This is an optimization exercise on Yosys and OpenROAD, whose aim is small area, not a production implementation. Where RTL was checked, it was by simulation tests only, not by an equivalence proof against the original. Power is estimated from default activity; no workload was simulated.

// sbs
module sbs #(
    parameter CHUNK_MAX = 62,      
    parameter N_MAX     = 4095     
) (
    input  wire        clk,
    input  wire        rst,
    input  wire        cmd_valid,
    output wire        cmd_ready,
    input  wire [7:0]  cmd_op,
    input  wire [31:0] cmd_arg,
    input  wire        wd_valid,
    output wire        wd_ready,
    input  wire [7:0]  wd_data,
    output wire        rd_valid,
    output wire [7:0]  rd_data,
    output wire        tx_valid,
    input  wire        tx_ready,
    output wire [7:0]  tx_data,
    output wire        tx_last,
    input  wire        rx_valid,
    output wire        rx_ready,
    input  wire [7:0]  rx_data,
    output wire        busy,
    output wire [7:0]  status,
    output wire [7:0]  cause,
    output wire [31:0] pins
);
    localparam [3:0] OP_SET_PINS   = 4'h1,
                     OP_LINK_INIT  = 4'h2,
                     OP_LINK_CLOSE = 4'h3,
                     OP_ENCODE     = 4'h4,
                     OP_DECODE     = 4'h5,
                     OP_TRANSFER   = 4'h6,
                     OP_WRITE_READ = 4'h7,
                     OP_CS_ASSERT  = 4'h8,
                     OP_CS_RELEASE = 4'h9,
                     OP_INSTR      = 4'hA;
    localparam [1:0] C_CLOCK = 2'd0, C_ECHO = 2'd1, C_PARAMETER = 2'd2, C_RESOURCE = 2'd3;
    localparam [2:0] S_IDLE = 3'd0,
                     S_ENC  = 3'd1,
                     S_DEC  = 3'd2,
                     S_SEND = 3'd3,
                     S_DUP  = 3'd4,
                     S_DROP = 3'd5,
                     S_READ = 3'd6;
    localparam [1:0] K_XFER = 2'd0, K_WR = 2'd1, K_INSN = 2'd2, K_CS = 2'd3;
    localparam [1:0] R_BODY = 2'd0, R_H1 = 2'd1, R_H0 = 2'd2, R_T1 = 2'd3;
    reg [2:0] pcs, pclk, pdin, pdout;    
    reg       pins_valid, link_open, cs_known, cs_level, faulted, err;
  ...
Size in the first run: about 850 cells after synthesis, roughly 74 flip-flops, roughly 130 I/O pins.
export LEC_CHECK = 0
export CAP_MARGIN = 20
export CORE_MARGIN = 2
export CORE_UTILIZATION = 65
export SLEW_MARGIN = 20
create_clock -name core_clock -period 10.0 [get_ports {clk}]
standard.sh (not shown) runs the stock make flow with config.mk's settings and CLKGATE_MAP_FILE= SYNTH_SCRIPT=/design/flow/synth_recipe.tcl, a recipe that flattens the netlist after the stock synthesis.
==> flow/flow/run.sh <==
#!/bin/bash
# Standard layout, with the port buffers made from the smallest buffer cell
# and a clock tree without dummy balancing loads.
set -euo pipefail
export BUFFER_PORTS_ARGS="-buffer_cell sky130_fd_sc_hd__buf_1"
export CTS_ARGS="-sink_clustering_enable -repair_clock_nets -dont_use_dummy_load -buf_list sky130_fd_sc_hd__clkbuf_8"
bash standard.sh > standard.log 2>&1
Edit:
--- a/flow/design.v
+++ b/flow/design.v
@@ -117,19 +117,22 @@
                       (devt && dbyte && (state == S_DEC || kind == K_WR || v[5:4] == 2'd3)) ||
                       (rd_samp && xpay && oflag);
     assign rd_data  = (dec_on && !xpay) ? {sh[6:0], s_din} : vec;
     wire [3:0]  c_op    = cmd_op[7:4];
     wire [3:0]  c_flags = cmd_op[3:0];
     wire [15:0] c_n     = cmd_arg[15:0];
     wire        n_zero  = (c_n == 16'd0);
     wire        n_big   = (c_n[15:12] != 4'd0);
     function one_hot8(input [7:0] m);
-        one_hot8 = (m != 8'h00) && ((m & (m - 8'h01)) == 8'h00);
+        one_hot8 = (|m) &&
+                   !((m[4] | m[5] | m[6] | m[7]) && (m[0] | m[1] | m[2] | m[3])) &&
+                   !((m[2] | m[3] | m[6] | m[7]) && (m[0] | m[1] | m[4] | m[5])) &&
+                   !((m[1] | m[3] | m[5] | m[7]) && (m[0] | m[2] | m[4] | m[6]));
     endfunction
     function [2:0] enc8(input [7:0] m);
         enc8 = {m[4] | m[5] | m[6] | m[7], m[2] | m[3] | m[6] | m[7], m[1] | m[3] | m[5] | m[7]};
     endfunction
     wire [2:0] a_cs   = enc8(cmd_arg[31:24]);
     wire [2:0] a_clk  = enc8(cmd_arg[23:16]);
     wire [2:0] a_din  = enc8(cmd_arg[15:8]);
     wire [2:0] a_dout = enc8(cmd_arg[7:0]);
     wire pins_ok = one_hot8(cmd_arg[31:24]) && one_hot8(cmd_arg[23:16]) &&
@@ -167,22 +170,22 @@
             cs_known  <= 1'b0;
             link_open <= 1'b0;
         end
     endtask
     always @(posedge clk) begin
         if (state == S_IDLE) begin
             ihi   <= cmd_arg[31:16];
             ilo   <= cmd_arg[6:0];
             oflag <= c_flags[0];
-            kind  <= op_xf ? K_XFER : op_cs ? K_CS : op_in ? K_INSN : K_WR;
+            kind  <= op_xf ? K_XFER : op_in ? K_INSN : K_WR;    
             rh    <= op_ed ? R_BODY : op_cs ? R_T1 : R_H0;
-            rem   <= op_xf ? c_n : op_in ? {c_n[15:7], 7'd64} : op_cs ? 16'd0 : {c_n[11:0], 4'h0};
-            ccnt  <= op_cs ? 6'd0 : 6'd62;
+            rem   <= op_xf ? c_n : op_in ? {c_n[15:7], 7'd64} : {c_n[11:0], 4'h0};
+            ccnt  <= 6'd62;
             pend  <= 1'b0;
         end
         if (rst) begin
             state      <= S_IDLE;
             pins_valid <= 1'b0;
             link_open  <= 1'b0;
             cs_known   <= 1'b0;
             faulted    <= 1'b0;
             err        <= 1'b0;
=>
- non-clock buffer count shrinks by 2
- total power came out lower by about 8%
- wire length shrinks by 9.8%
- register-to-register slack gets worse by 20 ps
- die area fell by about 4.6%
- fmax falls by 1.6%
- via count drops by 6.0%
- combinational power drops by about 30%
- flip-flop and latch count does not change
- worst setup slack gets worse by 130 ps
No run of this note included a check of the RTL's function; only the layout flow was run.

* * *

Another version of the RTL of sbs (not shown whole).
Size: ~130 I/O pins, ~6700 µm² of cells after synthesis.
clock: 10.0 ns
lec_check: 0
cap_margin: 20
core_margin: 2
core_utilization: 65
slew_margin: 20
Scripts as last shown in full above: flow/flow/run.sh
Then changed:
--- a/flow/design.v
+++ b/flow/design.v
@@ -33,22 +33,22 @@
                      OP_TRANSFER   = 4'h6,
                      OP_WRITE_READ = 4'h7,
                      OP_CS_ASSERT  = 4'h8,
                      OP_CS_RELEASE = 4'h9,
                      OP_INSTR      = 4'hA;
     localparam [1:0] C_CLOCK = 2'd0, C_ECHO = 2'd1, C_PARAMETER = 2'd2, C_RESOURCE = 2'd3;
     localparam [2:0] S_IDLE = 3'd0,
                      S_ENC  = 3'd1,
                      S_DEC  = 3'd2,
-                     S_SEND = 3'd3,
-                     S_DUP  = 3'd4,
-                     S_DROP = 3'd5,
-                     S_READ = 3'd6;
+                     S_SEND = 3'd4,
+                     S_DUP  = 3'd5,
+                     S_DROP = 3'd6,
+                     S_READ = 3'd7;
     localparam [1:0] K_XFER = 2'd0, K_WR = 2'd1, K_INSN = 2'd2, K_CS = 2'd3;
     localparam [1:0] R_BODY = 2'd0, R_H1 = 2'd1, R_H0 = 2'd2, R_T1 = 2'd3;
     reg [2:0] pcs, pclk, pdin, pdout;    
     reg       pins_valid, link_open, cs_known, cs_level, faulted, err;
     reg [1:0] code;                      
     reg [2:0]  state;
     reg [1:0]  kind;
     reg        oflag;       
     reg        pend;        
@@ -170,22 +170,22 @@
             cs_known  <= 1'b0;
             link_open <= 1'b0;
         end
     endtask
     always @(posedge clk) begin
         if (state == S_IDLE) begin
             ihi   <= cmd_arg[31:16];
             ilo   <= cmd_arg[6:0];
             oflag <= c_flags[0];
-            kind  <= op_xf ? K_XFER : op_cs ? K_CS : op_in ? K_INSN : K_WR;
+            kind  <= op_xf ? K_XFER : op_in ? K_INSN : K_WR;    
             rh    <= op_ed ? R_BODY : op_cs ? R_T1 : R_H0;
-            rem   <= op_xf ? c_n : op_in ? {c_n[15:7], 7'd64} : op_cs ? 16'd0 : {c_n[11:0], 4'h0};
-            ccnt  <= op_cs ? 6'd0 : 6'd62;
+            rem   <= op_xf ? c_n : op_in ? {c_n[15:7], 7'd64} : {c_n[11:0], 4'h0};
+            ccnt  <= 6'd62;
             pend  <= 1'b0;
         end
         if (rst) begin
             state      <= S_IDLE;
             pins_valid <= 1'b0;
             link_open  <= 1'b0;
             cs_known   <= 1'b0;
             faulted    <= 1'b0;
             err        <= 1'b0;
Effect: Wire length came out lower by 14%. Die area decreases by 6.1%. Sequential cell count does not change. Area after synthesis decreases by 6.3%. Total power rises by 1.3%. Critical path depth drops by 1. Final cell count went down by 6.5%. Clock power is about the same. Non-clock buffer count stays the same.
The RTL of the first run of this note was laid out without a check of its function.

-- separate check: timing with driven ports --
Ports are ideal in the flow. The routed layouts listed here were re-timed in OpenROAD.
Step 1 assumes that a clkbuf_16 drives the clock port and a buf_2 every other input.
Step 2 moves the port delays by t, midway between the first and last clock arrival at a register: inputs arrive t later, outputs are due t later. That takes back most of the time a late clock gives input paths.
Three values: ideal ports, drivers, drivers and shift; two values: the first two.
run	t (ns)	setup WS [ns]	cell pins on the clock port's net
the first run of note 1	0.407	2.226 / 2.189 / 2.597	1
the second run of note 1	0.405	2.101 / 2.062 / 2.468	1
the first run of note 2	0.385	2.071 / 2.036 / 2.420	1
the second run of note 2	0.382	2.583 / 2.548 / 2.929	1
After both steps every run listed still meets setup and hold.
